From an optimization exercise on the open Yosys and OpenROAD flow, aimed at small area, a short achievable clock period and few clock cycles; shortcuts taken in it are not production practice. Only simulation tests tie the RTL to the original design; equivalence was not proved.

## main
Design xxtea_core, start of the top module:
module xxtea_core (
    input  wire         clk,
    input  wire         rst,
    input  wire         start,
    input  wire         decrypt,
    input  wire [2:0]   nm1,
    input  wire [127:0] key,
    input  wire [255:0] din,
    output reg          done,
    output wire [255:0] dout
);
    localparam [31:0] DELTA = 32'h9E3779B9;
    function [5:0] rounds_for;
        input [2:0] n_m1;
        begin
            case (n_m1)
                3'd0: rounds_for = 6'd58;
                3'd1: rounds_for = 6'd32;
                3'd2: rounds_for = 6'd23;
                3'd3: rounds_for = 6'd19;
                3'd4: rounds_for = 6'd16;
                3'd5: rounds_for = 6'd14;
                3'd6: rounds_for = 6'd13;
                default: rounds_for = 6'd12;
            endcase
        end
    endfunction
    function [31:0] dec_sum0;
        input [2:0] n_m1;
        begin
            case (n_m1)
                3'd0: dec_sum0 = 32'd58 * DELTA;
                3'd1: dec_sum0 = 32'd32 * DELTA;
                3'd2: dec_sum0 = 32'd23 * DELTA;
                3'd3: dec_sum0 = 32'd19 * DELTA;
                3'd4: dec_sum0 = 32'd16 * DELTA;
                3'd5: dec_sum0 = 32'd14 * DELTA;
                3'd6: dec_sum0 = 32'd13 * DELTA;
                default: dec_sum0 = 32'd12 * DELTA;
            endcase
        end
    endfunction
    reg  [31:0] w [0:7];
    reg  [31:0] k [0:3];
    reg         busy;    
    reg         rot;     
    reg         post;    
    reg         dec;
    reg  [2:0]  n;       
    reg  [2:0]  p;       
    reg  [5:0]  rnd;     
    reg  [31:0] sum;
    reg  [7:0]  zsel;    
    reg         nle1;    
    reg  [31:0] zr;      
    reg         n0;      
    wire [31:0] cur = w[0];
    wire [31:0] yv  = w[1];    
    wire [31:0] z = zr;
    reg  [31:0] wm1;     
    reg  [31:0] kw;      
    integer i;
    always @(*) begin
        wm1 = 32'd0;
        for (i = 0; i < 8; i = i + 1)
            wm1 = wm1 | (w[i] & {32{zsel[i]}});
    end
    function [31:0] pcarry;
        input [31:0] pp, gg;
        input        ci;
  ...
==> flow/config.mk <==
export PLATFORM = sky130hd
export DESIGN_NAME = xxtea_core
export DESIGN_NICKNAME = xxtea_core
export VERILOG_FILES = /design/flow/design.v
export SDC_FILE = /design/flow/constraint.sdc
export NUM_CORES = 4
export LEC_CHECK = 0
export ABC_AREA = 1
export CAP_MARGIN = 20
export CORE_MARGIN = 2
export CORE_UTILIZATION = 40
export CTS_BUF_LIST = sky130_fd_sc_hd__clkbuf_4 sky130_fd_sc_hd__clkbuf_8
export SLEW_MARGIN = 20
==> flow/constraint.sdc <==
create_clock -name core_clock -period 12.0 [get_ports {clk}]
set_input_delay 2.4000 -clock core_clock [delete_from_list [all_inputs] [get_ports {clk}]]
set_output_delay 2.4000 -clock core_clock [all_outputs]
set_load 0.01 [all_outputs]
standard.sh (not shown) runs the stock make flow with config.mk's settings and CLKGATE_MAP_FILE= SYNTH_SCRIPT=/design/flow/synth_recipe.tcl, a recipe that flattens the netlist after the stock synthesis.
==> flow/flow/run.sh <==
#!/bin/bash
# The standard layout, with these changes to how it is made:
#  - ports are buffered with buf_1 instead of the 10 um2 delay buffer that
#    buffer_ports picks by default (every port still gets its buffer)
#  - timing repair up to clock-tree synthesis aims for 8 ns of setup slack
#    instead of 0, so the layout is optimised for speed; after it, repair
#    aims for 0 ns (the standard target), to spend no more area on
#    buffers after global routing.
#    The constraints (SDC) are unchanged.
# Each tool's output goes to standard_*.log (ORFS keeps per-step logs too).
export BUFFER_PORTS_ARGS="-buffer_cell sky130_fd_sc_hd__buf_1"
export SETUP_SLACK_MARGIN=8
bash standard.sh cts > standard_cts.log 2>&1
export SETUP_SLACK_MARGIN=0
bash standard.sh > standard_finish.log 2>&1
main completed every stage of the flow, and the final layout passed the timing, design-rule and antenna checks.
Testbench counts of main, summed over its fixed seeds: cycles 40,436.
What the feature branch does differently from main at the input level:
Settings: CORE_UTILIZATION: 40 -> 55.
### Flow results
Per the comparison of the feature branch with main, number of global-route vias before repair higher; total stage count of the critical path lower. Reported for main and the feature branch, number of synthesized flops with an enable pin turned out identical to the last digit. Diff main -> the feature branch: sequential fraction of total cell area went up, layout inverter count without the clock tree did not really move, number of cells on the worst reg-to-reg path went down, routed wire length went down.

-- re-timing with driven ports --
The flow's constraints put no driver on any port. The routed layouts listed below were extracted and timed again, unchanged, in two steps.
Step 1, drivers: a clkbuf_16 drives clk and a buf_2 each remaining input, both assumed.
Step 2 adds t to the input delays and takes it off the output delays; t is the mean of the earliest and latest rising clock arrival at the registers after step 1. Input paths then give back, and output paths get back, about the clock's delay inside the block.
Slacks: no drivers / after step 1 / after step 2; pairs: no drivers / after step 1.
| run | shift t [ns] | setup slack, ns | hold WS [ns] | worst register clock-pin slew, ns | worst slew at a driven data input, ns |
|---|---|---|---|---|---|
| main | 0.841 | 7.818 / 7.818 / 7.070 | 0.510 / 0.510 / 0.510 | 0.07 / 0.07 | 0.19 |
| the feature branch | 0.796 | 7.768 / 7.768 / 7.128 | 0.468 / 0.468 / 0.468 | 0.07 / 0.07 | 0.15 |
After both steps every run listed still meets setup and hold. For main, which loses most, drivers alone change the setup slack by 0.000 ns; drivers and shift together by -0.748 ns.
